Source: an optimization exercise on an open RTL-to-GDS flow (aim: small area, a short achievable clock period and few clock cycles). Production flows keep margins and buffers that such runs may drop.
Function was not checked in any run shown here: the RTL went through the layout flow alone.
Power is estimated from default activity; no workload was simulated.

==> flow/design.v <==
module akdv_core (
    input  wire        clk,
    input  wire        rst,           
    input  wire        cmd_valid,
    output wire        cmd_ready,
    input  wire [1:0]  cmd_op,        
    input  wire [8:0]  cmd_w,
    input  wire [8:0]  cmd_h,
    input  wire [3:0]  cmd_b,
    input  wire [7:0]  cmd_idx,
    output reg         rsp_valid,
    output reg  [3:0]  rsp_acc,
    input  wire        grid_valid,
    output wire        grid_ready,
    input  wire [23:0] grid_rgb,      
    input  wire        pix_valid,
    output wire        pix_ready,
    input  wire [23:0] pix_rgb,       
    output reg         out_valid,
    output reg  [7:0]  out_byte,
    input  wire        rx_valid,
    output wire        rx_ready,
    input  wire [7:0]  rx_byte,
    output reg         lum_valid,
    output reg         lum_bit,
    output reg  [8:0]  lum_pre,
    output reg  [8:0]  lum_post,
    output wire        fault,
    output reg  [1:0]  fault_code     
);
    localparam PH_IDLE  = 2'd0;
    localparam PH_GRID  = 2'd1;
    localparam PH_PIX   = 2'd2;
    localparam PH_FAULT = 2'd3;
    function [3:0] bump;
        input [3:0] a;
        input       inc;
        begin
            if (inc)
                bump = (a == 4'd15) ? 4'd15 : a + 4'd1;
            else
                bump = (a == 4'd0) ? 4'd0 : a - 4'd1;
        end
    endfunction
    reg  [1:0]  ph;
    reg         dec;
    reg         sess;          
    reg         f0;            
    reg  [8:0]  cfg_w;
    reg  [8:0]  cfg_h;
    reg  [3:0]  cfg_b;
    reg  [8:0]  gxe;           
    reg  [8:0]  gye;           
    reg  [5:0]  ksub;          
    reg  [8:0]  nacc;          
    reg  [8:0]  npix;          
    reg  [8:0]  rem;           
    reg         cmd_rdy, grid_rdy, pix_rdy, rx_rdy;
    reg         fault_r;
    reg  [6:0]  ecnt;          
    reg         eflag;
    reg         ef0;           
    reg  [7:0]  cp;            
    reg  [8:0]  cpx;           
    reg  [3:0]  cbx;           
    reg  [3:0]  cby;           
    reg  [5:0]  ccell;         
    reg  [5:0]  crow;          
    reg         ra_pend;       
    reg  [3:0]  ra_row;
    reg         fa_pend;       
    reg         rd_pend;       
    reg  [7:0]  rd_idx;
    reg         rd_zero;
    reg         rot_busy;
    reg         rot_rd;        
    reg         rot_ra;        
    reg  [3:0]  rot_row;
    reg  [3:0]  rot_left;      
    reg  [3:0]  rot_step;      
    assign cmd_ready  = cmd_rdy;
    assign grid_ready = grid_rdy;
    assign pix_ready  = pix_rdy;
    assign rx_ready   = rx_rdy;
    assign fault      = fault_r;
    reg         cmd_ok, grid_ok, pix_ok, rx_ok;
    wire        cmd_en    = (ph != PH_PIX) & cmd_ok;
    wire        grid_en   = (ph == PH_GRID) & grid_ok;
    wire        pix_en    = (ph == PH_PIX) & ~dec & pix_ok;
    wire        rx_en     = (ph == PH_PIX) & dec & rx_ok;
    wire        cmd_fire  = cmd_valid & cmd_en;
    wire        grid_fire = grid_valid & grid_en;
    wire        pix_fire  = pix_valid & pix_en;
    wire        rx_fire   = rx_valid & rx_en;
    wire        cmd_start = cmd_fire & ~cmd_op[1];
    wire        cmd_reset = cmd_fire & (cmd_op == 2'd3);
    wire        cmd_rd    = cmd_fire & (cmd_op == 2'd2);
    wire [7:0]  b2        = cfg_b * cfg_b;
    wire [8:0]  nacc_nx   = nacc + {1'b0, b2};
    wire        row_end_g = (gxe == cfg_w);
    wire        last_cell = row_end_g & (gye == cfg_h);
    wire [6:0]  rx_len    = rx_byte[6:0];
    wire        rx_zero   = (rx_len == 7'd0);
    reg         rem_big;
    reg  [7:0]  rem_gth, rem_eqh;      
    reg  [15:0] rem_gtl, rem_eql;      
    wire        rx_eqh    = rem_eqh[rx_len[6:4]];
    wire        rx_over   = ~rem_big & (rem_gth[rx_len[6:4]] | (rx_eqh & rem_gtl[rx_len[3:0]]));
    wire        rx_last   = ~rem_big & rx_eqh & rem_eql[rx_len[3:0]];
    reg         rx_sub;                    
    reg  [6:0]  rx_len_r;
    reg  [1:0]  ph_n;
    always @(*) begin
        ph_n = ph;
        if (grid_fire & last_cell)
            ph_n = PH_PIX;
        if (pix_fire & (rem == 9'd1))
            ph_n = PH_GRID;
        if (rx_fire) begin
            if (rx_zero | rx_over)
                ph_n = PH_FAULT;
            else if (rx_last)
                ph_n = PH_GRID;
        end
        if (cmd_start)
            ph_n = PH_GRID;
        if (cmd_reset)
            ph_n = PH_IDLE;
    end
    reg  [8:0]  rem_n;
    always @(*) begin
        rem_n = rem - {8'd0, pix_fire | rx_fire} - (rx_sub ? {2'b00, rx_len_r - 7'd1} : 9'd0);
        if (grid_fire & last_cell)
            rem_n = nacc_nx;
    end
    genvar mi;
    generate
        for (mi = 0; mi < 16; mi = mi + 1) begin : g_reml
            always @(posedge clk) begin
                rem_gtl[mi] <= (mi > rem_n[3:0]);
                rem_eql[mi] <= (mi == rem_n[3:0]);
            end
        end
        for (mi = 0; mi < 8; mi = mi + 1) begin : g_remh
            always @(posedge clk) begin
                rem_gth[mi] <= (mi > rem_n[6:4]);
                rem_eqh[mi] <= (mi == rem_n[6:4]);
            end
        end
    endgenerate
    reg         pv1;           
    wire        cp_last  = ({1'b0, cp} + 9'd1 == npix);
    wire        row_end  = (cpx + 9'd1 == cfg_w);
    wire        bx_last  = (cbx == cfg_b - 4'd1);
    wire        blk_last = (cby == cfg_b - 4'd1);
    wire        blk_all  = rd_pend | fa_pend | (rot_busy & ~rot_ra);
    wire        ra_hit   = ra_pend & (cp[7:4] == ra_row);
    wire        iss_dec  = (ecnt != 7'd0) & ~fault_r & ~blk_all & ~ra_hit;
    wire        iss      = pv1 | iss_dec;
    wire        part_row = (cp[3:0] != 4'd15);           
    wire        ra_set   = iss & cp_last & part_row;
    wire        ra_done  = rot_busy & rot_ra & (rot_left == 4'd0);
    wire [6:0]  ecnt_r    = iss_dec ? ecnt - 7'd1 : ecnt;    
    wire [6:0]  ecnt_n    = (ph == PH_FAULT) ? 7'd0 :
                            rx_fire ? rx_len : ecnt_r;
    reg  [7:0]  cp_n;
    reg  [8:0]  cpx_n;
    reg  [3:0]  cbx_n, cby_n;
    reg  [5:0]  ccell_n, crow_n;
    reg         ef0_n;
    always @(*) begin
        cp_n = cp; cpx_n = cpx; cbx_n = cbx; cby_n = cby; ccell_n = ccell; crow_n = crow;
        ef0_n = ef0;
        if (cmd_start) begin
            ef0_n = 1'b1;
            cp_n = 8'd0; cpx_n = 9'd0; cbx_n = 4'd0; cby_n = 4'd0; ccell_n = 6'd0; crow_n = 6'd0;
        end else if (iss) begin
            if (cp_last) begin
                ef0_n = 1'b0;
                cp_n = 8'd0; cpx_n = 9'd0; cbx_n = 4'd0; cby_n = 4'd0; ccell_n = 6'd0; crow_n = 6'd0;
            end else begin
                cp_n = cp + 8'd1;
                if (row_end) begin
                    cpx_n = 9'd0;
                    cbx_n = 4'd0;
                    if (blk_last) begin
                        cby_n   = 4'd0;
                        ccell_n = ccell + 6'd1;
                        crow_n  = ccell + 6'd1;
                    end else begin
                        cby_n   = cby + 4'd1;
                        ccell_n = crow;
                    end
                end else begin
                    cpx_n = cpx + 9'd1;
                    if (bx_last) begin
                        cbx_n   = 4'd0;
                        ccell_n = ccell + 6'd1;
                    end else begin
                        cbx_n   = cbx + 4'd1;
                    end
                end
            end
        end
    end
    wire [7:0]  cp_adv    = iss ? (cp_last ? 8'd0 : cp + 8'd1) : cp;
    wire        ra_pend_n = (ra_pend & ~ra_done) | ra_set;
    wire [3:0]  ra_row_n  = ra_set ? cp[7:4] : ra_row;
    wire        iss_ok_n  = ~(ra_pend_n & (cp_adv[7:4] == ra_row_n)) & ~blk_all & ~cmd_rd;
    wire [5:0]  ksub_n    = grid_fire ? (last_cell ? 6'd0 : ksub + 6'd1) : ksub;
    wire        wrap_now  = iss & cp_last;      
    wire [5:0]  ksub_1    = ksub + 6'd1;
    wire        safe_n    = (rx_fire ? (rx_len <= 7'd2) : (ecnt_r <= 7'd2)) |
                            (~wrap_now & ((ksub_1 < crow) | (blk_last & (ksub_1 < ccell))));
    wire [7:0]  cp_n1     = cp_adv + 8'd1;
    wire        pix_ok_n  = ~(ra_pend_n & ((cp_adv[7:4] == ra_row_n) | (cp_n1[7:4] == ra_row_n))) &
                            ~blk_all;
    always @(posedge clk) begin
        if (rst) begin
            ph       <= PH_IDLE;
            sess     <= 1'b0;
            f0       <= 1'b0;
            cmd_rdy  <= 1'b1;
            cmd_ok   <= 1'b1;
            grid_ok  <= 1'b0;
            pix_ok   <= 1'b0;
            rx_ok    <= 1'b0;
            grid_rdy <= 1'b0;
            pix_rdy  <= 1'b0;
            rx_rdy   <= 1'b0;
            fault_r  <= 1'b0;
            ecnt     <= 7'd0;
            ra_pend  <= 1'b0;
            rx_sub   <= 1'b0;
        end else begin
            rx_sub   <= rx_fire;
            ph       <= ph_n;
            ecnt     <= ecnt_n;
            ra_pend  <= ra_pend_n;
            cmd_ok   <= ~rx_fire & ~pix_fire & (ecnt_r == 7'd0) & ~cmd_rd & ~rd_pend &
                        ~(rot_busy & rot_rd & (rot_left != 4'd0));
            grid_ok  <= safe_n;
            pix_ok   <= pix_ok_n;
            rx_ok    <= rx_fire ? ((rx_len == 7'd1) & (rem != 9'd1) & iss_ok_n) :
                                  ((ecnt_r == 7'd0) | ((ecnt_r == 7'd1) & iss_ok_n));
            cmd_rdy  <= (ph != PH_PIX) & ~(grid_fire & last_cell) & ~rx_fire & ~pix_fire &
                        (ecnt_r == 7'd0) & ~cmd_rd & ~rd_pend &
                        ~(rot_busy & rot_rd & (rot_left != 4'd0));
            grid_rdy <= (cmd_start |
                         ((ph == PH_GRID) & ~cmd_reset & ~(grid_fire & last_cell)) |
                         (pix_fire & (rem == 9'd1)) |
                         (rx_fire & rx_last)) & safe_n;
            pix_rdy  <= ~dec & ~cmd_fire & pix_ok_n &
                        (((ph == PH_PIX) & ~(pix_fire & (rem == 9'd1))) | (grid_fire & last_cell));
            rx_rdy   <= dec & ~cmd_fire & ((ph == PH_PIX) | (grid_fire & last_cell)) &
                        (rx_fire ? ((rx_len == 7'd1) & (rem != 9'd1) & iss_ok_n) :
                                   ((ecnt_r == 7'd0) | ((ecnt_r == 7'd1) & iss_ok_n)));
            fault_r  <= ((ph == PH_FAULT) & ~cmd_start & ~cmd_reset) |
                        (rx_fire & (rx_zero | rx_over));
            if (cmd_start) begin
                sess <= 1'b1;
                f0   <= 1'b1;
            end
            if (cmd_reset)
                sess <= 1'b0;
            if ((pix_fire & (rem == 9'd1)) | (rx_fire & rx_last))
                f0 <= 1'b0;
        end
    end
    always @(posedge clk) begin
        if (rx_fire)
            eflag <= rx_byte[7];
        if (rx_fire)
            fault_code <= rx_zero ? 2'd1 : 2'd2;
        if (cmd_start) begin
            dec   <= cmd_op[0];
            cfg_w <= cmd_w;
            cfg_h <= cmd_h;
            cfg_b <= cmd_b;
        end
        if (cmd_start) begin
            gxe  <= {5'd0, cmd_b};
            gye  <= {5'd0, cmd_b};
            nacc <= 9'd0;
        end else if (grid_fire) begin
            if (row_end_g) begin
                gxe <= {5'd0, cfg_b};
                gye <= last_cell ? {5'd0, cfg_b} : gye + {5'd0, cfg_b};
            end else begin
                gxe <= gxe + {5'd0, cfg_b};
            end
            nacc <= last_cell ? 9'd0 : nacc_nx;
        end
        if (cmd_start)
            ksub <= 6'd0;
        else
            ksub <= ksub_n;
        if (grid_fire & last_cell)
            npix <= nacc_nx;
        rem <= rem_n;
        rem_big <= (rem_n[8:7] != 2'b00);
        rx_len_r <= rx_len;
        cp    <= cp_n;
        cpx   <= cpx_n;
        cbx   <= cbx_n;
        cby   <= cby_n;
        ccell <= ccell_n;
        crow  <= crow_n;
        ef0   <= ef0_n;
        ra_row <= ra_row_n;
    end
    reg  [23:0] in_rgb;
    reg         gv1;           
    reg  [5:0]  k1;
    always @(posedge clk) begin
        in_rgb <= ph[1] ? pix_rgb : grid_rgb;       
        k1     <= ksub;
        if (rst) begin
            gv1 <= 1'b0;
            pv1 <= 1'b0;
        end else begin
            gv1 <= grid_fire;
            pv1 <= pix_fire;
        end
    end
    wire [9:0]  sum1     = {2'b00, in_rgb[23:16]} + {2'b00, in_rgb[15:8]} + {2'b00, in_rgb[7:0]};
    reg  [9:0]  sum2;
    reg         gv2;
    reg  [5:0]  k2;
    reg         xv2;           
    reg         dv2;           
    reg  [7:0]  p2;
    reg  [5:0]  cell2;
    reg         last2;
    reg         fz2;
    reg         fl2;
    always @(posedge clk) begin
        sum2  <= sum1;
        k2    <= k1;
        p2    <= cp;
        cell2 <= ccell;
        last2 <= cp_last;
        fz2   <= ef0;
        fl2   <= eflag;
        dv2   <= iss_dec;
        if (rst) begin
            gv2 <= 1'b0;
            xv2 <= 1'b0;
        end else begin
            gv2 <= gv1;
            xv2 <= iss;
        end
    end
    reg  [13:0] u2b;
    reg  [14:0] w2b;
    reg         gv2b, xv2b, dv2b, last2b, fz2b, fl2b;
    reg  [5:0]  k2b, cell2b;
    reg  [7:0]  p2b;
    always @(posedge clk) begin
        u2b    <= {4'd0, sum2} + {3'd0, sum2, 1'b0} + {1'd0, sum2, 3'b000};
        w2b    <= {5'd0, sum2} + {3'd0, sum2, 2'b00} + {1'd0, sum2, 4'b0000};
        k2b    <= k2;
        cell2b <= cell2;
        dv2b   <= dv2;
        last2b <= last2;
        fz2b   <= fz2;
        fl2b   <= fl2;
        p2b    <= p2;
        if (rst) begin
            gv2b <= 1'b0;
            xv2b <= 1'b0;
        end else begin
            gv2b <= gv2;
            xv2b <= xv2;
        end
    end
    wire [19:0] lum_prod = {6'd0, u2b} + {w2b, 5'b00000};
    wire [7:0]  lum2     = lum_prod[18:11];         
    reg  [7:0]  lum3;
    reg         gv3;
    reg  [5:0]  k3;
    reg         xv3, dv3, last3, fz3, fl3;
    reg  [7:0]  p3;
    reg  [5:0]  cell3;
    always @(posedge clk) begin
        lum3  <= lum2;
        k3    <= k2b;
        cell3 <= cell2b;
        dv3   <= dv2b;
        last3 <= last2b;
        fz3   <= fz2b;
        fl3   <= fl2b;
        p3    <= p2b;
        if (rst) begin
            gv3 <= 1'b0;
            xv3 <= 1'b0;
        end else begin
            gv3 <= gv2b;
            xv3 <= xv2b;
        end
    end
    reg  [511:0] grid;         
    genvar gi;
    generate
        for (gi = 0; gi < 64; gi = gi + 1) begin : g_grid
            always @(posedge clk)
                if (gv3 & (k3 == gi))
                    grid[gi*8 +: 8] <= lum3;
        end
    endgenerate
    wire [7:0]  glum3 = grid[cell3*8 +: 8];
    reg  [7:0]  lum4;
    reg  [7:0]  glum4;
    reg         xv4, dv4, last4, fz4, fl4;
    reg  [7:0]  p4;
    always @(posedge clk) begin
        lum4  <= lum3;
        glum4 <= glum3;
        dv4   <= dv3;
        last4 <= last3;
        fz4   <= fz3;
        fl4   <= fl3;
        p4    <= p3;
        if (rst)
            xv4 <= 1'b0;
        else
            xv4 <= xv3;
    end
    wire [9:0]  d4    = {2'b00, lum4} - {2'b00, glum4};
    wire [4:0]  thr4  = d4[9] ? 5'd0 : ({1'b0, d4[7:4]} + {4'd0, |d4[3:0]});
    reg  [4:0]  thr5;
    reg  [7:0]  glum5;
    reg         xv5, dv5, last5, fz5, fl5;
    reg  [7:0]  p5;
    always @(posedge clk) begin
        thr5  <= thr4;
        glum5 <= glum4;
        dv5   <= dv4;
        last5 <= last4;
        fz5   <= fz4;
        fl5   <= fl4;
        p5    <= p4;
        if (rst)
            xv5 <= 1'b0;
        else
            xv5 <= xv4;
    end
    reg  [1023:0] acc;         
    wire        rot_scan = rot_busy & rot_rd;
    reg  [3:0]  hrow;              
    wire [3:0]  head5    = acc[hrow*64 +: 4];
    wire [3:0]  a5       = fz5 ? 4'd0 : head5;
    wire        ebit5    = ({1'b0, a5} < thr5);
    wire        bit5     = dv5 ? fl5 : ebit5;
    wire [3:0]  a2_5     = bump(a5, bit5);
    wire        en5      = xv5 & ~dv5;              
    genvar ri, si;
    generate
        for (ri = 0; ri < 16; ri = ri + 1) begin : g_row
            wire self = rot_busy & (rot_row == ri);
            wire step = self | (xv5 & (p5[7:4] == ri));
            for (si = 0; si < 15; si = si + 1) begin : g_slot
                always @(posedge clk)
                    if (step)
                        acc[(ri*16+si)*4 +: 4] <= acc[(ri*16+si+1)*4 +: 4];
            end
            always @(posedge clk)
                if (step)
                    acc[(ri*16+15)*4 +: 4] <= self ? acc[(ri*16)*4 +: 4] : a2_5;
        end
    endgenerate
    wire        pipe_busy = xv2 | xv2b | xv3 | xv4 | xv5 | pv1;
    wire        rot_free  = ~rot_busy | (rot_left == 4'd0);
    wire        ra_start  = xv5 & last5 & (p5[3:0] != 4'd15);
    wire        fa_go     = rot_free & ~pipe_busy & ~ra_pend & fa_pend;
    wire        rd_go     = ~ra_start & ~fa_go & rot_free & ~pipe_busy & ~ra_pend & rd_pend;
    always @(posedge clk)
        hrow <= rd_go ? rd_idx[7:4] : (rot_scan & (rot_left != 4'd0)) ? rot_row : p4[7:4];
    always @(posedge clk) begin
        if (cmd_rd) begin
            rd_idx <= cmd_idx;
        end
        if (rst) begin
            rot_busy <= 1'b0;
            fa_pend  <= 1'b0;
            rd_pend  <= 1'b0;
        end else begin
            if (rot_busy) begin
                rot_left <= rot_left - 4'd1;
                rot_step <= rot_step + 4'd1;
                if (rot_left == 4'd0)
                    rot_busy <= 1'b0;
            end
            if (ra_start) begin
                rot_busy <= 1'b1;
                rot_rd   <= 1'b0;
                rot_ra   <= 1'b1;
                rot_row  <= p5[7:4];
                rot_left <= 4'd14 - p5[3:0];
                rot_step <= 4'd0;
            end else if (fa_go) begin
                fa_pend  <= 1'b0;
                if (cp[3:0] != 4'd0) begin
                    rot_busy <= 1'b1;
                    rot_rd   <= 1'b0;
                    rot_ra   <= 1'b0;
                    rot_row  <= cp[7:4];
                    rot_left <= 4'd15 - cp[3:0];
                    rot_step <= 4'd0;
                end
            end else if (rd_go) begin
                rd_pend  <= 1'b0;
                rot_busy <= 1'b1;
                rot_rd   <= 1'b1;
                rot_ra   <= 1'b0;
                rot_row  <= rd_idx[7:4];
                rot_left <= 4'd15;
                rot_step <= 4'd0;
            end
            if (rx_fire & (rx_zero | rx_over))
                fa_pend <= 1'b1;
            if (cmd_rd)
                rd_pend <= 1'b1;
        end
        if (cmd_rd)
            rd_zero <= 1'b0;
        if (tv1)
            rd_zero <= zero1;
    end
    reg         tv1;
    reg  [7:0]  idx1;
    wire        zero1 = ~sess | ({1'b0, idx1} >= npix) | (f0 & (idx1 >= cp));
    always @(posedge clk) begin
        idx1 <= cmd_idx;
        if (rst)
            tv1 <= 1'b0;
        else
            tv1 <= cmd_rd;
    end
    wire        rd_hit = rot_scan & (rot_step == rd_idx[3:0]);
    reg  [7:0]  glum6;
    reg  [3:0]  a6, a2_6, rsp6;
    reg         ebit6, fl6, last6, en6, lv6, rv6;
    always @(posedge clk) begin
        glum6 <= glum5;
        a6    <= a5;
        a2_6  <= a2_5;
        rsp6  <= rd_zero ? 4'd0 : head5;
        ebit6 <= ebit5;
        fl6   <= fl5;
        last6 <= last5;
        if (rst) begin
            en6 <= 1'b0;
            lv6 <= 1'b0;
            rv6 <= 1'b0;
        end else begin
            en6 <= en5;
            lv6 <= xv5 & dv5;
            rv6 <= rd_hit;
        end
    end
    reg         run_flag;
    reg  [6:0]  run_len;
    reg         fl_v;
    reg  [7:0]  fl_byte;
    reg         pk_emit;
    reg  [7:0]  pk_byte;
    reg         pk_flag;
    reg  [6:0]  pk_len;
    always @(*) begin
        pk_emit = 1'b0;
        pk_byte = {run_flag, run_len};
        pk_flag = ebit6;
        pk_len  = 7'd1;
        if (run_len != 7'd0) begin
            if (ebit6 == run_flag)
                pk_len = run_len + 7'd1;
            else
                pk_emit = 1'b1;
        end
        if (pk_len == 7'd127) begin
            pk_emit = 1'b1;
            pk_byte = {pk_flag, 7'd127};
            pk_len  = 7'd0;
        end
    end
    always @(posedge clk) begin
        lum_bit  <= fl6;
        lum_pre  <= {1'b0, glum6} + {1'b0, a6, 4'b0000};
        lum_post <= {1'b0, glum6} + {1'b0, a2_6, 4'b0000};
        rsp_acc  <= rsp6;
        if (en6) begin
            run_flag <= pk_flag;
            fl_byte  <= {pk_flag, pk_len};
        end
        out_byte <= fl_v ? fl_byte : pk_byte;
        if (rst) begin
            run_len   <= 7'd0;
            fl_v      <= 1'b0;
            out_valid <= 1'b0;
            lum_valid <= 1'b0;
            rsp_valid <= 1'b0;
        end else begin
            if (en6)
                run_len <= last6 ? 7'd0 : pk_len;
            fl_v      <= en6 & last6 & (pk_len != 7'd0);
            out_valid <= fl_v | (en6 & pk_emit);
            lum_valid <= lv6;
            rsp_valid <= rv6;
        end
    end
endmodule
==> flow/flow/run.sh <==
#!/bin/bash
# Standard layout, with fast buffers on the ports instead of the default
# delay-cell buffers that buffer_ports picks on its own.
set -euo pipefail
export BUFFER_PORTS_ARGS="-buffer_cell sky130_fd_sc_hd__buf_4"
bash standard.sh > standard_flow.log 2>&1
==> flow/standard.sh <==
#!/bin/bash
# synth_recipe.tcl (not shown) runs the flow's synth.tcl, then flattens the netlist and writes it again
# the make line also repeats each setting of config.mk as NAME=value (left out here)
make -C /OpenROAD-flow-scripts/flow DESIGN_CONFIG=/design/flow/config.mk WORK_HOME=/design/flow/orfs CLKGATE_MAP_FILE= SYNTH_SCRIPT=/design/flow/synth_recipe.tcl "${@:-finish}"
==> flow/config.mk <==
export PLATFORM = sky130hd
export DESIGN_NAME = akdv_core
export DESIGN_NICKNAME = akdv_core
export VERILOG_FILES = /design/flow/design.v
export SDC_FILE = /design/flow/constraint.sdc
export NUM_CORES = 4
export LEC_CHECK = 0
export CAP_MARGIN = 60
export CORE_MARGIN = 2
export CORE_UTILIZATION = 40
export SLEW_MARGIN = 60
==> flow/constraint.sdc <==
create_clock -name core_clock -period 15.0 [get_ports {clk}]
set_input_delay 3.0000 -clock core_clock [delete_from_list [all_inputs] [get_ports {clk}]]
set_output_delay 3.0000 -clock core_clock [all_outputs]
set_load 0.01 [all_outputs]
==> results.py, run 1 <==
metrics = {
    "critical_path": {
        "r2r-start": "cp[0]",
        "end_kind": "flip-flop",
        "crit_family": "simple AND/OR/NAND/NOR gates",
        "worstPathRequired_ns": 15.77,
        "cpMaxStageDelayCell": "fa_1",
        "critPathBufInv": 2,
        "worst_setup_path_start_kind": "input pin",
        "path_cells": "buf_4, nand3_1, or2_2, nand2_1, fa_1, fa_1, nand2_1, a21oi_1, nor2b_1, o21a_1, nor3_1, nor2_1, a22o_1, inv_1, or2_2, nor2_1",
        "r2r_cells": 11,
        "worst_path_largest_cell_delay_ns": 0.47,
        "ff2ff_setup_slack_ns": 10.34,
        "critPathMaxFanout": 18,
        "critPathKind": "input pin to flip-flop",
        "rr_endpoint": "pix_rdy",
        "crit_arrival_ns": 5.89,
    },
    "detailed_routing": {
        "dr.pass1.iters": 6,
        "via_count": 34703,
        "drtIter0Drc": 2953,
        "wire_per_inst_um": 19.8,
        "drc_errors": 0,
        "vias_per_cell": 4.97,
        "routed_wl_um": 139000,
        "ant_nets": 0,
    },
    "sta": {
        "final-max-slew-violation-count": 0,
        "hold_viol_final": 0,
        "post-route-period-util": 0.341,
        "setup_viol": 0,
        "fmax_mhz": 195,
        "relSlewSlack": 0.578,
        "worst_pin_slew_ns": 0.631,
        "rsz0062_at_grt": "false",
        "layout_setup_ws_ns": 9.88,
        "finalSetupTns_ns": 0,
        "fin_crit_ns": 5.12,
        "worst_clock_skew_ns": 0.0746,
    },
    "power": {
        "p_clk_frac": 0.377,
        "switchingPower_mw": 3.20,
        "power_mw": 13.4,
        "ir_drop_mv": 0.103,
        "leakage_nw": 28.6,
        "p_int_mw": 10.2,
        "combPwrFrac": 0.127,
        "seqPwrFrac": 0.496,
        "switching_share": 0.240,
        "p_per_area_nw_per_um2": 157,
    },
    "placement": {
        "numPortBuffers": 134,
        "routabilityCongestion": 0.827,
        "hpwl_um": 88300,
        "dp_slack_ns": 9.04,
    },
    "cts": {
        "postCtsSetupBuffers": 0,
        "hold_buffers": 0,
        "clk_pin_slew_ns": 0.06,
        "cts_sinks": 2049,
        "cts_made_buffers": 198,
        "cts_max_level": 4,
        "tritoncts": "yes",
        "clk_latency_ns": 0.84,
        "cts.repair.resized": 0,
        "clockBufferDepth": 3,
        "cts_root_buf": "clkbuf_16",
    },
    "synthesis": {
        "syn_inst": 4085,
        "yosysSeqAreaShare": 0.777,
        "synth_top_cell_area_share": 0.658,
        "async_flop_share": 0,
        "synth_top_cell_by_area": "edfxtp_1",
        "syn_area_per_cell_sq_um": 18.0,
        "synth-seq-cells": 2049,
        "synthesis.area_sq_um": 73500,
        "yosysWarnings": 1,
        "synth_area_leaders": "edfxtp_1, dfxtp_1, mux4_2",
        "synth_most_common_cell": "edfxtp_1",
        "ys_top_cells_by_count": "edfxtp_1, dfxtp_1, nor2_1",
        "yosys_most_used_dff": "edfxtp_1",
        "synth_fp_nets": 4349,
        "synth_edf_count": 1610,
        "synth.distinct_cells": 83,
    },
    "min_path": {
        "hold_depth": 0,
        "holdPathEnd": "k3[3]",
        "hold_class": "flip-flop to flip-flop",
        "hold_start": "k2b[3]",
    },
    "global_routing": {
        "grt_antenna_before_repair": 5,
        "grt_pass1_vias": 34469,
        "grt_max_degree": 66,
        "gr-total-overflow": 0,
        "grt_pass1_wl_um": 211000,
        "groute.usage.overall": 0.149,
    },
    "die": {
        "initial_utilization": 0.402,
        "fp.coreArea_sq_um": 183000,
        "row_count": 157,
        "fp.dieH_um": 433,
        "boundaryPins": 135,
        "die_w_um": 433,
        "die_area_sq_um": 187000,
    },
    "cells_and_area": {
        "fin_nets": 4612,
        "multiInputGateArea_sq_um": 15900,
        "area_delta_synth_final_pct": 15.8,
        "drive_gt1_frac": 0.203,
        "seqCellArea_sq_um": 57200,
        "num-fill-cells": 15395,
    },
    "run": {
        "maxCapViolCount": 0,
    },
    "run_status": {
        "status": "timing/DRC/antenna clean",
    },
}
## power by group through the flow
| stage | Combinational, mW | Clock, mW | Sequential (mW) |
|---|---|---|---|
| global route | 1.90 | 5.40 | 6.65 |
| CTS | 1.73 | 5.18 | 6.63 |
| floorplan | 1.09 | 0 | 6.78 |
| detailed placement | 1.72 | 0 | 6.75 |
| global placement | 1.61 | 0 | 6.78 |
| finish | 1.70 | 5.04 | 6.63 |
## worst reg2reg max path, delay by kind of cell, from the launching register on
kind	cells	cell delay (ns)
flops	1	0.55
compound gates	5	1.63
fa+ha+maj	1	0.45
simple gates	4	1.47
buf+inv	1	0.46
## stage by stage
step	utilization	instance area [sq um]	cells	hold WS [ns]
after global placement	0.424	77600	6597	0.310
after floorplan	-	73500	4085	0.310
final	0.465	85100	6985	0.324
after global routing	0.465	85100	6984	0.324
after detailed placement	0.427	78200	6611	0.312
after CTS	0.465	85000	6982	0.317
## flip-flops by register name, indices dropped and copies added (netlist names), 10 cells and up
signal   count
grid       512
in_rgb      24
sum2        10
acc       1024
w2b         14
rem_gtl     15
rem_eql     16
## layout make-up
type	count	area share
inverters	148	0.00654
clock buffers	282	0.0679
well taps	2464	0.0362
flip-flops and latches	2049	0.672
diodes	2	0.0000588
repair buffers	185	0.0189
multi-input cells	1766	0.186
clock inverters	89	0.0122
## how the worst max path moves through the flow
stage                        endpoint     start  cells past startpoint  slack (ns)
after floorplan              acc[128]       xv5                      2        9.01
after global placement    rem_eql[12]  rx_valid                     11        8.94
after detailed placement   rem_eqh[4]  rx_valid                     16        9.04
after CTS                  rem_eqh[4]  rx_valid                     16        9.93
after global routing       rem_eqh[5]  rx_valid                     16        9.72
final                      rem_eqh[4]  rx_valid                     16        9.88
## logic make-up after synthesis
group / share of synthesized area
DFF: 0.777
and+or+nand+nor: 0.0495
AOI/OAI and AO/OA: 0.0344
muxes: 0.0732
buffers and inverters: 0.0143
adders and majority gates: 0.0323
xor gates and xnor gates: 0.0188
other: 0.0000510
## cells in the final DEF, fill, tap and decap left out, types with 33 or more instances in the layout
cell,netlist,layout
edfxtp_1,1610,1610
dfxtp_1,439,418
nor2_1,282,211
clkbuf_16,0,210
mux4_2,201,201
nand2_1,153,152
buf_4,6,147
inv_1,144,143
ha_1,137,137
a21oi_1,124,121
xnor2_1,95,93
mux2_2,66,66
o21ai_0,83,65
xor2_1,63,62
nor2_2,1,61
nor2b_1,60,58
nand3_1,60,57
nor3_1,57,56
clkbuf_1,79,47
clkbuf_8,0,44
clkinv_2,0,33
a21o_1,33,33
fa_1,33,33
## per-layer routing
layer,track usage,share of wire,up-vias
li1,-,-,16076
met1,0.213,0.46,17576
met2,0.231,0.47,802
met5,0,0,-
met3,0.0247,0.045,249
met4,0.0498,0.028,0
==> run 2, diff against run 1 <==
--- a/flow/design.v
+++ b/flow/design.v
@@ -56,2 +56,3 @@
     reg  [8:0]  npix;          
+    reg  [7:0]  nm1;           
     reg  [8:0]  rem;           
@@ -151,3 +152,3 @@
     reg         pv1;           
-    wire        cp_last  = ({1'b0, cp} + 9'd1 == npix);
+    wire        cp_last  = (cp == nm1);
     wire        row_end  = (cpx + 9'd1 == cfg_w);
@@ -205,6 +206,8 @@
     end
-    wire [7:0]  cp_adv    = iss ? (cp_last ? 8'd0 : cp + 8'd1) : cp;
     wire        ra_pend_n = (ra_pend & ~ra_done) | ra_set;
     wire [3:0]  ra_row_n  = ra_set ? cp[7:4] : ra_row;
-    wire        iss_ok_n  = ~(ra_pend_n & (cp_adv[7:4] == ra_row_n)) & ~blk_all & ~cmd_rd;
+    wire [3:0]  cprow1    = cp[7:4] + 4'd1;
+    wire        ra_near   = (ra_pend & ((ra_row == cp[7:4]) | (ra_row == cprow1) |
+                                        (cp_last & (ra_row == 4'd0)))) | ra_set;
+    wire        iss_ok_n  = ~ra_near & ~blk_all & ~cmd_rd;
     wire [5:0]  ksub_n    = grid_fire ? (last_cell ? 6'd0 : ksub + 6'd1) : ksub;
@@ -214,5 +217,3 @@
                             (~wrap_now & ((ksub_1 < crow) | (blk_last & (ksub_1 < ccell))));
-    wire [7:0]  cp_n1     = cp_adv + 8'd1;
-    wire        pix_ok_n  = ~(ra_pend_n & ((cp_adv[7:4] == ra_row_n) | (cp_n1[7:4] == ra_row_n))) &
-                            ~blk_all;
+    wire        pix_ok_n  = ~ra_near & ~blk_all;
     always @(posedge clk) begin
@@ -298,3 +299,6 @@
         if (grid_fire & last_cell)
+        begin
             npix <= nacc_nx;
+            nm1  <= nacc_nx[7:0] - 8'd1;
+        end
         rem <= rem_n;
==> run 2 against run 1 <==
  * Die area down 0.25%
  * Critical endpoint is now rem_eqh[1]
  * Setup slack worse by 0.54 ns
  * Routed wire length shrank 0.90%
  * Clock power about the same
  * Fmax fell by 9.6%
==> results.py, run 2 <==
metrics = {
    "placement": {
        "dp_cells": 6461,
        "dp_slack_ns": 8.49,
        "place_area_sq_um": 78100,
        "numPortBuffers": 134,
        "routabilityCongestion": 0.813,
        "hpwl_um": 87900,
    },
    "detailed_routing": {
        "wire_per_inst_um": 20.1,
        "drtIter0Drc": 2761,
        "ant_nets": 0,
        "via_count": 33890,
        "vias_per_cell": 4.95,
        "dr.pass1.iters": 5,
        "routed_wl_um": 137000,
        "drc_errors": 0,
    },
    "sta": {
        "setup_viol": 0,
        "worst_hold_slack_ns": 0.297,
        "fin_crit_ns": 5.67,
        "rsz0062_at_grt": "false",
        "relSlewSlack": 0.588,
        "hold_viol_final": 0,
        "post-route-period-util": 0.378,
        "worst_pin_slew_ns": 0.617,
        "fmax_mhz": 177,
        "final-max-slew-violation-count": 0,
        "finalSetupTns_ns": 0,
        "worst_clock_skew_ns": 0.0514,
        "layout_setup_ws_ns": 9.33,
    },
    "cts": {
        "cts_made_buffers": 198,
        "cts.repair.resized": 0,
        "tritoncts": "yes",
        "clk_pin_slew_ns": 0.07,
        "cts_max_level": 4,
        "cts_sinks": 2057,
        "postCtsSetupBuffers": 0,
        "clockBufferDepth": 3,
        "hold_buffers": 0,
        "cts_root_buf": "clkbuf_16",
        "clk_latency_ns": 0.82,
    },
    "synthesis": {
        "synth_top_cell_by_area": "edfxtp_1",
        "synth_fp_nets": 4245,
        "synth.distinct_cells": 82,
        "yosysSeqAreaShare": 0.783,
        "ys_top_cells_by_count": "edfxtp_1, dfxtp_1, nor2_1",
        "synth_most_common_cell": "edfxtp_1",
        "synth_top_cell_area_share": 0.664,
        "syn_area_per_cell_sq_um": 18.4,
        "yosys_most_used_dff": "edfxtp_1",
        "synthesis.area_sq_um": 73300,
        "async_flop_share": 0,
        "synth_edf_count": 1622,
        "yosysWarnings": 1,
        "synth-seq-cells": 2057,
        "synth_area_leaders": "edfxtp_1, dfxtp_1, mux4_2",
        "syn_inst": 3979,
    },
    "cells_and_area": {
        "design_area_sq_um": 85000,
        "top_register": "acc",
        "largest_reg_flops": 1024,
        "area_delta_synth_final_pct": 15.9,
        "top_regs": "acc x1024, grid x512, in_rgb x24",
        "final_cell_mix": "edfxtp_1, dfxtp_1, clkbuf_16",
        "drive_gt1_frac": 0.210,
        "final_util": 0.465,
        "final_common_cell": "edfxtp_1",
        "fin_nets": 4548,
        "fin_cells": 6842,
    },
    "global_routing": {
        "grt_pass1_wl_um": 207000,
        "grt_antenna_before_repair": 10,
        "gr-total-overflow": 0,
        "groute.usage.overall": 0.147,
        "grt_max_degree": 66,
        "grt_pass1_vias": 33904,
    },
    "power": {
        "power_mw": 13.0,
        "p_per_area_nw_per_um2": 152,
        "leakage_nw": 28.6,
        "ir_drop_mv": 0.129,
    },
    "die": {
        "row_count": 157,
        "initial_utilization": 0.401,
        "die_w_um": 432,
        "boundaryPins": 135,
        "fp.dieH_um": 432,
        "die_area_sq_um": 187000,
        "fp.coreArea_sq_um": 183000,
    },
    "critical_path": {
        "r2r-start": "ph[1]",
        "rr_endpoint": "rem_eqh[1]",
        "worstPathRequired_ns": 15.75,
        "critPathKind": "input pin to flip-flop",
        "ff2ff_setup_slack_ns": 10.65,
        "crit_arrival_ns": 6.42,
        "r2r_cells": 16,
        "critPathMaxFanout": 16,
        "end_kind": "flip-flop",
        "worst_setup_path_start_kind": "input pin",
    },
    "min_path": {
        "hold_depth": 0,
        "hold_start": "cell2[1]",
        "hold_class": "flip-flop to flip-flop",
        "holdPathEnd": "cell2b[1]",
    },
    "run": {
        "maxCapViolCount": 0,
    },
    "run_status": {
        "status": "timing/DRC/antenna clean",
    },
}
run 2: cell count changes after synthesis, moves of 14 or more:
cell	previous run	this run
clkbuf_1	79	62
nor2_1	282	265
xor2_1	63	81
a21oi_1	124	95
nor2b_1	60	44
nand3_1	60	46
nor3_1	57	43
a31oi_1	29	13
run 2: power by group:
group | leakage (nW) | switching (mW) | total, mW | internal (mW)
sequential | 18.2 | 0.0960 | 6.58 | 6.48
clock | 3.32 | 2.14 | 5.02 | 2.88
combinational | 7.06 | 0.812 | 1.36 | 0.545
run 2: logic make-up (layout without fill, tap and decap cells):
logic type	Yosys count	in the layout	synth area share
mux	291	291	0.0750
simple gates	690	690	0.0445
buf+inv	248	721	0.0135
xor+xnor	170	170	0.0203
fa+ha+maj	172	172	0.0327
flops	2057	2057	0.783
other cells	1	6	0.0000512
compound gates	350	350	0.0307
run 2: per-layer routing:
layer	routed length, um	global-route usage	vias to the layer above
met5	0	0	-
met4	3210	0.0451	0
met3	6690	0.0291	223
met2	64200	0.230	735
met1	63100	0.208	17147
li1	-	-	15785
run 2: worst max path at each step:
stage	start	to	slack [ns]	cells after the start
after detailed placement	rx_valid	rem_eqh[0]	8.49	16
after global routing	rx_valid	rem_gth[1]	8.98	16
after global placement	rx_valid	rem_eqh[0]	8.57	16
after floorplan	rx_valid	rem_eqh[0]	8.93	16
final	rx_valid	rem_eqh[1]	9.33	16
after CTS	rx_valid	rem_eqh[0]	9.38	16
run 2: critical path: stages:
cell	delay, ns
buf_4	0.08
nand3_1	0.06
or2_2	0.41
inv_1	0.25
nor2_1	0.11
fa_1	0.44
fa_1	0.39
nand2b_1	0.17
a21oi_1	0.22
o21bai_1	0.08
a21oi_1	0.27
xnor2_1	0.10
mux2i_1	0.22
inv_1	0.15
or2_2	0.35
nor2_1	0.11
run 2: cell type report:
cell class                 count  area (sq um)
antenna                        5          12.5
tap                         2385          2980
fill                       15300         97700
multi-input combinational   1674         15400
timing repair buffer         201          1810
clock buffer                 268          5690
sequential                  2057         57400
clock inverter               102          1060
inverter                     150           566
==> run 3, diff against run 2 <==
--- a/flow/design.v
+++ b/flow/design.v
@@ -131,6 +131,10 @@
     reg  [8:0]  rem_n;
+    wire [8:0]  rem_m1 = rem - 9'd1;
+    wire [8:0]  rem_rx = rem - {2'b00, rx_len_r};
     always @(*) begin
-        rem_n = rem - {8'd0, pix_fire | rx_fire} - (rx_sub ? {2'b00, rx_len_r - 7'd1} : 9'd0);
+        rem_n = rx_sub ? rem_rx : rem;
         if (grid_fire & last_cell)
             rem_n = nacc_nx;
+        else if (pix_fire)
+            rem_n = rem_m1;
     end
@@ -244,4 +248,3 @@
             pix_ok   <= pix_ok_n;
-            rx_ok    <= rx_fire ? ((rx_len == 7'd1) & (rem != 9'd1) & iss_ok_n) :
-                                  ((ecnt_r == 7'd0) | ((ecnt_r == 7'd1) & iss_ok_n));
+            rx_ok    <= ~rx_fire & ((ecnt_r == 7'd0) | ((ecnt_r == 7'd1) & iss_ok_n));
             cmd_rdy  <= (ph != PH_PIX) & ~(grid_fire & last_cell) & ~rx_fire & ~pix_fire &
@@ -255,5 +258,4 @@
                         (((ph == PH_PIX) & ~(pix_fire & (rem == 9'd1))) | (grid_fire & last_cell));
-            rx_rdy   <= dec & ~cmd_fire & ((ph == PH_PIX) | (grid_fire & last_cell)) &
-                        (rx_fire ? ((rx_len == 7'd1) & (rem != 9'd1) & iss_ok_n) :
-                                   ((ecnt_r == 7'd0) | ((ecnt_r == 7'd1) & iss_ok_n)));
+            rx_rdy   <= dec & ~cmd_fire & ~rx_fire & ((ph == PH_PIX) | (grid_fire & last_cell)) &
+                        ((ecnt_r == 7'd0) | ((ecnt_r == 7'd1) & iss_ok_n));
             fault_r  <= ((ph == PH_FAULT) & ~cmd_start & ~cmd_reset) |
==> run 3 against run 2 <==
  * Global-route usage is essentially flat
  * Setup slack gained 1.2 ns
  * First-iteration DRC count grew 8.7%
  * Sequential cell count is the same
  * Sequential power is essentially flat
  * Combinational power shrank 3%
  * Clock skew grew 0.028 ns
  * Routed wire length grew 0.65%
  * Final area grew 0.19%
  * Utilization grew 0.14 points
  * Non-clock buffer count shrank 9
  * Largest power group unchanged
  * Worst hold slack gained 0.0066 ns
==> results.py, run 3 <==
metrics = {
    "run_status": {
        "status": "timing/DRC/antenna clean",
    },
    "synthesis": {
        "yosys_most_used_dff": "edfxtp_1",
        "synth_top_cell_by_area": "edfxtp_1",
        "synth_top_cell_area_share": 0.665,
        "synth_fp_nets": 4261,
        "yosysSeqAreaShare": 0.784,
        "synth_edf_count": 1622,
        "async_flop_share": 0,
        "synth-seq-cells": 2057,
        "synth_most_common_cell": "edfxtp_1",
        "syn_inst": 4001,
        "yosysWarnings": 1,
        "syn_area_per_cell_sq_um": 18.3,
        "ys_top_cells_by_count": "edfxtp_1, dfxtp_1, nor2_1",
        "synth.distinct_cells": 79,
        "synth_area_leaders": "edfxtp_1, dfxtp_1, mux4_2",
        "synthesis.area_sq_um": 73300,
    },
    "critical_path": {
        "end_kind": "primary output",
        "r2r-start": "hrow[0]",
        "r2r_cells": 13,
        "path_cells": "buf_4",
        "cpMaxStageDelayCell": "dfxtp_1",
        "critPathKind": "flip-flop to primary output",
        "worstPathRequired_ns": 12.00,
        "crit_family": "flip-flops",
        "crit_arrival_ns": 1.50,
        "critPathBufInv": 1,
        "ff2ff_setup_slack_ns": 10.67,
        "critPathMaxFanout": 2,
        "worst_setup_path_start_kind": "flip-flop",
        "worst_path_largest_cell_delay_ns": 0.48,
        "rr_endpoint": "acc[383]",
    },
    "detailed_routing": {
        "vias_per_cell": 4.96,
        "drc_errors": 0,
        "dr.pass1.iters": 8,
        "wire_per_inst_um": 20.1,
        "ant_nets": 0,
        "routed_wl_um": 138000,
        "via_count": 34045,
        "drtIter0Drc": 3002,
    },
    "sta": {
        "hold_viol_final": 0,
        "worst_clock_skew_ns": 0.0794,
        "final-max-slew-violation-count": 0,
        "setup_viol": 0,
        "post-route-period-util": 0.300,
        "fmax_mhz": 222,
        "worst_pin_slew_ns": 0.577,
        "worst_hold_slack_ns": 0.303,
        "relSlewSlack": 0.612,
        "fin_crit_ns": 4.50,
        "finalSetupTns_ns": 0,
        "rsz0062_at_grt": "false",
    },
    "cts": {
        "cts_made_buffers": 203,
        "hold_buffers": 0,
        "cts_root_buf": "clkbuf_16",
        "clk_latency_ns": 0.85,
        "cts.repair.resized": 0,
        "tritoncts": "yes",
        "cts_sinks": 2057,
        "clockBufferDepth": 3,
        "clk_pin_slew_ns": 0.06,
        "postCtsSetupBuffers": 0,
        "cts_max_level": 4,
    },
    "power": {
        "p_int_mw": 10.0,
        "ir_drop_mv": 0.168,
        "p_clk_frac": 0.397,
        "switching_share": 0.236,
        "seqPwrFrac": 0.502,
        "switchingPower_mw": 3.10,
        "combPwrFrac": 0.101,
        "leakage_nw": 28.5,
        "power_mw": 13.2,
        "p_per_area_nw_per_um2": 154,
    },
    "global_routing": {
        "grt_max_degree": 66,
        "gr-total-overflow": 0,
        "groute.usage.overall": 0.147,
        "grt_pass1_wl_um": 207000,
        "grt_antenna_before_repair": 10,
        "grt_pass1_vias": 33572,
    },
    "min_path": {
        "hold_start": "dv2b",
        "hold_depth": 0,
        "holdPathEnd": "dv3",
        "hold_class": "flip-flop to flip-flop",
    },
    "cells_and_area": {
        "multiInputGateArea_sq_um": 15400,
        "top_regs": "acc x1024, grid x512, in_rgb x24",
        "final_cell_mix": "edfxtp_1, dfxtp_1, clkbuf_16",
        "top_register": "acc",
        "seqCellArea_sq_um": 57400,
        "fin_nets": 4552,
        "largest_reg_flops": 1024,
        "final_util": 0.467,
        "area_delta_synth_final_pct": 16.2,
        "final_common_cell": "edfxtp_1",
        "num-fill-cells": 15181,
        "drive_gt1_frac": 0.202,
    },
    "run": {
        "maxCapViolCount": 0,
    },
    "die": {
        "fp.coreArea_sq_um": 182000,
        "row_count": 157,
        "die_w_um": 432,
        "die_area_sq_um": 187000,
        "boundaryPins": 135,
        "initial_utilization": 0.402,
        "fp.dieH_um": 432,
    },
    "placement": {
        "hpwl_um": 88200,
        "routabilityCongestion": 0.823,
        "numPortBuffers": 134,
    },
}
## run 3: cell count changes after synthesis, moves of 8 or more
cell | previous run | this run
xor2_1 | 81 | 71
o21a_1 | 11 | 2
clkbuf_1 | 62 | 76
nor3_1 | 43 | 35
and2_1 | 15 | 6
nor4_1 | 18 | 8
nand3_1 | 46 | 64
o21ai_0 | 86 | 103
mux2_2 | 70 | 57
xnor2_1 | 89 | 97
nand2_1 | 141 | 159
## run 3: worst max path at each step
stage / from / endpoint / slack (ns) / cells after the start
floorplan: xv5 / acc[128] / 9.01 / 2
global placement: cmd_valid / ccell[2] / 9.70 / 9
detailed placement: grid_valid / rem_gtl[6] / 9.75 / 8
CTS: fault_r / fault / 10.41 / 1
global route: hrow[0] / acc[383] / 10.44 / 13
finish: fault_r / fault / 10.50 / 1
## run 3: area by class of cell
cell class / instances / share of cell area
diodes: 3 / 0.0000881
clock buffers: 262 / 0.0646
clock inverters: 121 / 0.0185
inverters: 151 / 0.00668
multi-input cells: 1687 / 0.181
flip-flops and latches: 2057 / 0.675
well taps: 2385 / 0.0350
repair buffers: 192 / 0.0199
## run 3: cell families after synthesis
family	count (synthesis)	synth area share
buffers and inverters	257	0.0137
xor gates and xnor gates	168	0.0201
DFF	2057	0.784
other	1	0.0000512
AOI/OAI and AO/OA	368	0.0326
and+or+nand+nor	705	0.0453
adders and majority gates	166	0.0316
muxes	279	0.0731
## run 3: power groups by stage
stage	logic (mW)	registers [mW]	clock network, mW
after floorplan	0.814	6.77	0
after CTS	1.34	6.61	5.36
after global placement	1.28	6.73	0
after detailed placement	1.33	6.73	0
after global routing	1.50	6.62	5.58
final	1.32	6.60	5.23
## run 3: per-layer routing
metal | part of all wire | wire (um) | track usage
met2 | 0.45 | 62100 | 0.219
met4 | 0.028 | 3810 | 0.0481
met1 | 0.47 | 64900 | 0.217
met5 | 0 | 0 | 0
met3 | 0.053 | 7360 | 0.0286
## run 3: per-stage QoR
stage,instances,setup slack [ns],cell area (sq um)
final,6858,10.50,85200
after global placement,6455,9.70,77400
after detailed placement,6466,9.75,77900
after floorplan,4001,9.01,73300
after CTS,6849,10.41,85000
after global routing,6856,10.44,85200
==> run 4, diff against run 3 <==
--- a/flow/design.v
+++ b/flow/design.v
@@ -105,7 +105,12 @@
     reg         rem_big;
-    reg  [7:0]  rem_gth, rem_eqh;      
-    reg  [15:0] rem_gtl, rem_eql;      
-    wire        rx_eqh    = rem_eqh[rx_len[6:4]];
-    wire        rx_over   = ~rem_big & (rem_gth[rx_len[6:4]] | (rx_eqh & rem_gtl[rx_len[3:0]]));
-    wire        rx_last   = ~rem_big & rx_eqh & rem_eql[rx_len[3:0]];
+    reg  [7:0]  rem_gth;               
+    reg  [15:0] rem_gtl;               
+    wire [7:0]  rem_gth1  = {1'b1, rem_gth[7:1]};
+    wire [15:0] rem_gtl1  = {1'b1, rem_gtl[15:1]};
+    wire        rx_gth    = rem_gth[rx_len[6:4]];
+    wire        rx_gtl    = rem_gtl[rx_len[3:0]];
+    wire        rx_eqh    = ~rx_gth & rem_gth1[rx_len[6:4]];
+    wire        rx_eql    = ~rx_gtl & rem_gtl1[rx_len[3:0]];
+    wire        rx_over   = ~rem_big & (rx_gth | (rx_eqh & rx_gtl));
+    wire        rx_last   = ~rem_big & rx_eqh & rx_eql;
     reg         rx_sub;                    
@@ -145,3 +150,2 @@
                 rem_gtl[mi] <= (mi > rem_n[3:0]);
-                rem_eql[mi] <= (mi == rem_n[3:0]);
             end
@@ -151,3 +155,2 @@
                 rem_gth[mi] <= (mi > rem_n[6:4]);
-                rem_eqh[mi] <= (mi == rem_n[6:4]);
             end
@@ -317,8 +320,9 @@
     end
-    reg  [23:0] in_rgb;
+    reg  [9:0]  sum1;          
+    wire [23:0] in_rgb = ph[1] ? pix_rgb : grid_rgb;    
     reg         gv1;           
-    reg  [5:0]  k1;
+    reg         k1;            
     always @(posedge clk) begin
-        in_rgb <= ph[1] ? pix_rgb : grid_rgb;       
-        k1     <= ksub;
+        sum1   <= {2'b00, in_rgb[23:16]} + {2'b00, in_rgb[15:8]} + {2'b00, in_rgb[7:0]};
+        k1     <= (ksub == 6'd0);
         if (rst) begin
@@ -331,6 +335,5 @@
     end
-    wire [9:0]  sum1     = {2'b00, in_rgb[23:16]} + {2'b00, in_rgb[15:8]} + {2'b00, in_rgb[7:0]};
     reg  [9:0]  sum2;
     reg         gv2;
-    reg  [5:0]  k2;
+    reg         k2;
     reg         xv2;           
@@ -362,3 +365,4 @@
     reg         gv2b, xv2b, dv2b, last2b, fz2b, fl2b;
-    reg  [5:0]  k2b, cell2b;
+    reg         k2b;
+    reg  [5:0]  cell2b;
     reg  [7:0]  p2b;
@@ -386,3 +390,3 @@
     reg         gv3;
-    reg  [5:0]  k3;
+    reg         k3;
     reg         xv3, dv3, last3, fz3, fl3;
@@ -408,2 +412,7 @@
     reg  [511:0] grid;         
+    reg  [5:0]  kcnt;
+    wire [5:0]  kw3 = k3 ? 6'd0 : kcnt;
+    always @(posedge clk)
+        if (gv3)
+            kcnt <= kw3 + 6'd1;
     genvar gi;
@@ -412,3 +421,3 @@
             always @(posedge clk)
-                if (gv3 & (k3 == gi))
+                if (gv3 & (kw3 == gi))
                     grid[gi*8 +: 8] <= lum3;
--- a/flow/config.mk
+++ b/flow/config.mk
@@ -10,2 +10,3 @@
 export CORE_UTILIZATION = 40
+export CTS_CLUSTER_SIZE = 40
 export SLEW_MARGIN = 60
==> run 4 against run 3 <==
  * Still clean
  * Synthesized cell count decreased by 2.2%
  * Global-route usage down 0.29 points
  * Utilization fell by 0.21 points
  * First-iteration DRC count down 4.1%
  * Combinational power rose by 9%
  * Fmax decreased by 2.0%
  * Sequential share of layout area about the same
  * Final area fell by 1.7%
  * Routed wire length decreased by 3.9%
  * Die area is 1.3% lower
  * Critical endpoint is now sum1[9]
==> results.py, run 4 <==
metrics = {
    "run_status": {
        "status": "timing/DRC/antenna clean",
    },
    "global_routing": {
        "gr-total-overflow": 0,
        "grt_pass1_wl_um": 203000,
        "grt_max_degree": 66,
        "grt_pass1_vias": 33289,
        "grt_antenna_before_repair": 11,
        "groute.usage.overall": 0.144,
    },
    "sta": {
        "finalSetupTns_ns": 0,
        "final-max-slew-violation-count": 0,
        "fin_crit_ns": 4.59,
        "hold_viol_final": 0,
        "worst_pin_slew_ns": 0.585,
        "rsz0062_at_grt": "false",
        "setup_viol": 0,
        "relSlewSlack": 0.609,
        "fmax_mhz": 218,
        "worst_clock_skew_ns": 0.0698,
        "post-route-period-util": 0.306,
    },
    "die": {
        "row_count": 156,
        "die_area_sq_um": 184000,
        "fp.dieH_um": 429,
        "fp.coreArea_sq_um": 180000,
        "die_w_um": 429,
        "initial_utilization": 0.401,
        "boundaryPins": 135,
    },
    "cells_and_area": {
        "num-fill-cells": 15014,
        "largest_reg_flops": 1024,
        "area_delta_synth_final_pct": 15.8,
        "drive_gt1_frac": 0.210,
        "fin_nets": 4461,
        "final_util": 0.465,
        "final_cell_mix": "edfxtp_1, dfxtp_1, clkbuf_16",
        "top_regs": "acc x1024, grid x512, rem_gtl x15",
        "final_common_cell": "edfxtp_1",
        "design_area_sq_um": 83700,
        "top_register": "acc",
    },
    "synthesis": {
        "synth_top_cell_area_share": 0.676,
        "yosys_most_used_dff": "edfxtp_1",
        "synth-xor-area-share": 0.0213,
        "yosysWarnings": 1,
        "syn_area_per_cell_sq_um": 18.5,
        "yosysSeqAreaShare": 0.781,
        "synthAdderAreaFrac": 0.0326,
        "synthSimpleGateAreaFrac": 0.0430,
        "syn_inst": 3913,
        "synth_compound_area_frac": 0.0332,
        "synth_mux_area_frac": 0.0758,
        "synth.distinct_cells": 86,
        "synth_most_common_cell": "edfxtp_1",
        "synthesis.area_sq_um": 72300,
        "synth_top_cell_by_area": "edfxtp_1",
        "synth_fp_nets": 4177,
        "ys_top_cells_by_count": "edfxtp_1, dfxtp_1, nor2_1",
        "synth-seq-cells": 2005,
        "async_flop_share": 0,
        "synth_edf_count": 1628,
        "synth_top_family_by_area": "multiplexers",
        "synth_area_leaders": "edfxtp_1, dfxtp_1, mux4_2",
    },
    "critical_path": {
        "worst_setup_path_start_kind": "input pin",
        "critPathBufInv": 3,
        "cpMaxStageDelayCell": "fa_1",
        "worstPathRequired_ns": 15.73,
        "path_cells": "buf_4, mux2_2, fa_1, ha_1, inv_1, fa_1, inv_1, a21oi_1, o21bai_1, a21o_1, a21o_1, a21oi_1, nor2b_1",
        "end_kind": "flip-flop",
        "critPathMaxFanout": 2,
        "crit_arrival_ns": 5.32,
        "critPathKind": "input pin to flip-flop",
        "worst_path_largest_cell_delay_ns": 0.54,
        "crit_family": "adder cells",
    },
    "placement": {
        "routabilityCongestion": 0.794,
        "hpwl_um": 84700,
        "numPortBuffers": 134,
        "place_area_sq_um": 76900,
    },
    "min_path": {
        "hold_class": "flip-flop to flip-flop",
    },
    "power": {
        "leakage_nw": 28.0,
        "p_per_area_nw_per_um2": 155,
        "ir_drop_mv": 0.105,
    },
    "detailed_routing": {
        "drc_errors": 0,
        "routed_wl_um": 133000,
        "dr.pass1.iters": 5,
        "ant_nets": 0,
        "drtIter0Drc": 2878,
        "vias_per_cell": 4.96,
        "via_count": 33435,
        "wire_per_inst_um": 19.7,
    },
    "cts": {
        "clockBufferDepth": 3,
        "postCtsSetupBuffers": 0,
        "cts_root_buf": "clkbuf_16",
        "cts_sinks": 2005,
        "tritoncts": "yes",
        "cts_max_level": 4,
        "cts_made_buffers": 197,
        "hold_buffers": 0,
        "clk_pin_slew_ns": 0.06,
        "cts.repair.resized": 0,
        "clk_latency_ns": 0.83,
    },
    "run": {
        "maxCapViolCount": 0,
    },
}
==> run 4: cell count changes after synthesis, sizes merged, moves of 7 or more <==
cell / previous run / this run
nor2: 267 / 245
nand3: 64 / 53
nand2b: 34 / 25
dfxtp: 435 / 377
xor2: 71 / 79
or3: 7 / 14
nand2: 159 / 152
inv: 149 / 133
nor2b: 48 / 40
o21ai: 106 / 86
nor3: 35 / 42
mux2: 57 / 70
o21a: 2 / 11
==> run 4: path summary, 6_finish.rpt <==
check,start,end,slack (ns),depth (start not counted)
max,pix_rgb[1],sum1[9],10.41,13
min,k2,k2b,0.29,0
max reg2reg,hrow[2],acc[765],10.56,13
min reg2reg,k2,k2b,0.29,0
==> run 4: power by group <==
group          total (mW)  internal [mW]  switching, mW
sequential           6.52           6.37          0.156
combinational        1.44          0.625          0.816
clock                4.98           2.88           2.10
==> run 4: metrics by stage <==
stage	hold WS [ns]	std cells	setup WS, ns	total power, mW
2_1_floorplan	0.310	3913	9.01	7.59
3_3_place_gp	0.310	6350	9.51	8.05
3_5_place_dp	0.312	6365	9.60	8.10
4_1_cts	0.287	6734	10.39	13.1
5_1_grt	0.291	6739	10.30	13.5
6_report	0.291	6741	10.41	12.9
==> run 4: logic make-up after synthesis <==
group	count (synthesis)
multiplexers	293
buffers and inverters	239
XOR/XNOR	174
AND/OR/NAND/NOR	664
flip-flops	2005
adder cells (fa/ha/maj)	170
AO/OA/AOI/OAI	367
other	1
==> run 4: area by class of cell <==
cell class,instances,area [sq um],share of cell area
repair buffers,191,1630,0.0195
clock buffers,253,5400,0.0645
multi-input cells,1669,15400,0.184
diodes,4,10.0,0.000120
inverters,133,502,0.00600
well taps,2370,2970,0.0354
clock inverters,116,1310,0.0157
flip-flops and latches,2005,56500,0.675
==> run 4: metal layers <==
| layer | wire [um] | global-route usage | up-vias |
|---|---|---|---|
| met5 | 13 | 0 | - |
| li1 | - | - | 15570 |
| met4 | 3160 | 0.0443 | 2 |
| met3 | 6600 | 0.0273 | 227 |
| met2 | 62500 | 0.226 | 710 |
| met1 | 60500 | 0.205 | 16926 |
==> run 4: worst register-to-register path: cells and delay by family, from the launching register on <==
kind                       cells  cell delay, ns
AOI/OAI and AO/OA              4            0.77
adders and majority gates      1            0.33
buffers and inverters          1            0.24
and+or+nand+nor                3            0.78
muxes                          4            1.48
DFF                            1            0.54
==> run 5, diff against run 4 <==
--- a/flow/config.mk
+++ b/flow/config.mk
@@ -10,3 +10,2 @@
 export CORE_UTILIZATION = 40
-export CTS_CLUSTER_SIZE = 40
 export SLEW_MARGIN = 60
==> run 5 against run 4 <==
  * Still clean on timing, DRC and antenna
  * Final area stayed put
  * Die area did not move
  * Global-route usage unchanged
  * Register-to-register slack about the same
  * Critical endpoint unchanged
==> results.py, run 5 <==
metrics = {
    "placement": {
        "routabilityCongestion": 0.794,
        "hpwl_um": 84700,
        "dp_cells": 6365,
        "numPortBuffers": 134,
    },
    "sta": {
        "hold_viol_final": 0,
        "setup_viol": 0,
        "worst_clock_skew_ns": 0.0698,
        "fmax_mhz": 218,
        "relSlewSlack": 0.609,
        "worst_pin_slew_ns": 0.585,
        "final-max-slew-violation-count": 0,
        "rsz0062_at_grt": "false",
        "finalSetupTns_ns": 0,
        "post-route-period-util": 0.306,
        "fin_crit_ns": 4.59,
    },
    "detailed_routing": {
        "via_count": 33435,
        "routed_wl_um": 133000,
        "wire_per_inst_um": 19.7,
        "drtIter0Drc": 2878,
        "dr.pass1.iters": 5,
        "drc_errors": 0,
        "vias_per_cell": 4.96,
        "ant_nets": 0,
    },
    "cts": {
        "postCtsSetupBuffers": 0,
        "clk_latency_ns": 0.83,
        "cts_max_level": 4,
        "hold_buffers": 0,
        "clk_pin_slew_ns": 0.06,
        "tritoncts": "yes",
        "cts_made_buffers": 197,
        "clockBufferDepth": 3,
        "cts_sinks": 2005,
        "cts_root_buf": "clkbuf_16",
        "cts.repair.resized": 0,
    },
    "critical_path": {
        "critPathMaxFanout": 2,
        "worst_setup_path_start_kind": "input pin",
        "crit_arrival_ns": 5.32,
        "worstPathRequired_ns": 15.73,
        "critPathKind": "input pin to flip-flop",
        "end_kind": "flip-flop",
    },
    "cells_and_area": {
        "drive_gt1_frac": 0.210,
        "final_cell_mix": "edfxtp_1, dfxtp_1, clkbuf_16",
        "top_regs": "acc x1024, grid x512, rem_gtl x15",
        "fin_cells": 6741,
        "top_register": "acc",
        "final_common_cell": "edfxtp_1",
        "fin_nets": 4461,
        "area_delta_synth_final_pct": 15.8,
        "largest_reg_flops": 1024,
        "num-fill-cells": 15014,
    },
    "global_routing": {
        "groute.usage.overall": 0.144,
        "grt_busiest_layer": "met2",
        "grt_antenna_before_repair": 11,
        "grt_pass1_wl_um": 203000,
        "gr-total-overflow": 0,
        "met2_usage": 0.226,
        "grt_max_degree": 66,
        "grt_pass1_vias": 33289,
        "use_met3": 0.0273,
        "use_met1": 0.205,
    },
    "synthesis": {
        "ys_top_cells_by_count": "edfxtp_1, dfxtp_1, nor2_1",
        "synth_fp_nets": 4177,
        "yosysSeqAreaShare": 0.781,
        "synthesis.area_sq_um": 72300,
        "synth-seq-cells": 2005,
        "yosysWarnings": 1,
        "syn_area_per_cell_sq_um": 18.5,
        "synth_edf_count": 1628,
        "synth_top_cell_by_area": "edfxtp_1",
        "synth_most_common_cell": "edfxtp_1",
        "syn_inst": 3913,
        "synth_area_leaders": "edfxtp_1, dfxtp_1, mux4_2",
        "async_flop_share": 0,
        "synth.distinct_cells": 86,
        "yosys_most_used_dff": "edfxtp_1",
        "synth_top_cell_area_share": 0.676,
    },
    "power": {
        "ir_drop_mv": 0.105,
        "p_per_area_nw_per_um2": 155,
        "leakage_nw": 28.0,
        "power_mw": 12.9,
    },
    "die": {
        "die_w_um": 429,
        "row_count": 156,
        "die_area_sq_um": 184000,
        "initial_utilization": 0.401,
        "fp.coreArea_sq_um": 180000,
        "fp.dieH_um": 429,
        "boundaryPins": 135,
    },
    "run_status": {
        "status": "timing/DRC/antenna clean",
    },
    "run": {
        "maxCapViolCount": 0,
    },
    "min_path": {
        "hold_class": "flip-flop to flip-flop",
    },
}
[run 5: cell counts in the layout (fill, tap and decap cells not counted)]
Identical to the previous run, type by type.
[run 5: area by class of cell]
type / count / area, sq um / area share
Clock buffer: 253 / 5400 / 0.0645
Inverter: 133 / 502 / 0.00600
Tap cell: 2370 / 2970 / 0.0354
Antenna cell: 4 / 10.0 / 0.000120
Multi-Input combinational cell: 1669 / 15400 / 0.184
Sequential cell: 2005 / 56500 / 0.675
Timing Repair Buffer: 191 / 1630 / 0.0195
Clock inverter: 116 / 1310 / 0.0157
[run 5: cell families (layout without fill, tap and decap cells)]
logic type      after synthesis  after routing  synth area share
mux                         293            293            0.0758
fa+ha+maj                   170            170            0.0326
buf+inv                     239            693            0.0134
other cells                   1              5         0.0000519
xor+xnor                    174            174            0.0213
flops                      2005           2005             0.781
simple gates                664            664            0.0430
compound gates              367            367            0.0332
[run 5: metal layers]
metal / wire length, um / part of all wire / up-vias
met5: 13 / 0.000098 / -
met4: 3160 / 0.024 / 2
met3: 6600 / 0.050 / 227
met2: 62500 / 0.47 / 710
met1: 60500 / 0.46 / 16926
li1: - / - / 15570
[run 5: critical path: stages]
cell and delay [ns]:
buf_4 0.11, mux2_2 0.27, fa_1 0.54, ha_1 0.17, inv_1 0.06, fa_1 0.39, inv_1 0.07, a21oi_1 0.06
o21bai_1 0.20, a21o_1 0.15, a21o_1 0.14, a21oi_1 0.07, nor2b_1 0.09
[run 5: final timing paths]
| check | endpoint | slack, ns | startpoint | depth (start not counted) |
|---|---|---|---|---|
| max | sum1[9] | 10.41 | pix_rgb[1] | 13 |
| min | k2b | 0.29 | k2 | 0 |
| max reg2reg | acc[765] | 10.56 | hrow[2] | 13 |
| min reg2reg | k2b | 0.29 | k2 | 0 |
[run 5: metrics by stage]
stage / hold slack, ns / utilization / instance area [sq um] / setup WS (ns)
after detailed placement: 0.312 / 0.427 / 76900 / 9.60
after floorplan: 0.310 / - / 72300 / 9.01
final: 0.291 / 0.465 / 83700 / 10.41
after CTS: 0.287 / 0.464 / 83600 / 10.39
after global routing: 0.291 / 0.465 / 83700 / 10.30
after global placement: 0.310 / 0.424 / 76300 / 9.51
[run 5: power breakdown]
group	switching, mW	total, mW	internal [mW]
clock network	2.10	4.98	2.88
registers	0.156	6.52	6.37
logic	0.816	1.44	0.625
total	3.07	12.9	9.87

static timing again, ports no longer ideal:
In the flow no input, the clock included, has a driving cell. The finished layouts below were timed again as built, in two steps. Step 1 sets driving cells, clkbuf_16 on the clock port and buf_2 on the other inputs (assumed; they add their load-dependent delay and slew). Step 2 times the ports against the registers' clock, not the clock port: input delays grow and output delays shrink by t, the midpoint of the rising clock arrivals with the driver on. a / b / c = ideal ports / drivers / drivers and shift; a / b = the first two.
run | t (ns) | setup slack, ns | hold WS [ns] | latest minus earliest clock arrival (ns)
run 1 | 0.887 | 9.879 / 9.936 / 9.048 | 0.324 / 0.324 / 0.324 | 0.081 / 0.081
run 2 | 0.887 | 9.335 / 9.332 / 8.445 | 0.297 / 0.297 / 0.297 | 0.064 / 0.064
run 3 | 0.889 | 10.499 / 10.422 / 9.778 | 0.303 / 0.303 / 0.303 | 0.080 / 0.079
run 4 | 0.877 | 10.408 / 10.462 / 9.585 | 0.291 / 0.291 / 0.291 | 0.079 / 0.079
run 5 | 0.877 | 10.408 / 10.462 / 9.585 | 0.291 / 0.291 / 0.291 | 0.079 / 0.079
After both steps every run listed still meets setup and hold. The setup slack of run 2, which loses most, moves by -0.003 ns with the drivers and by -0.890 ns with both steps.
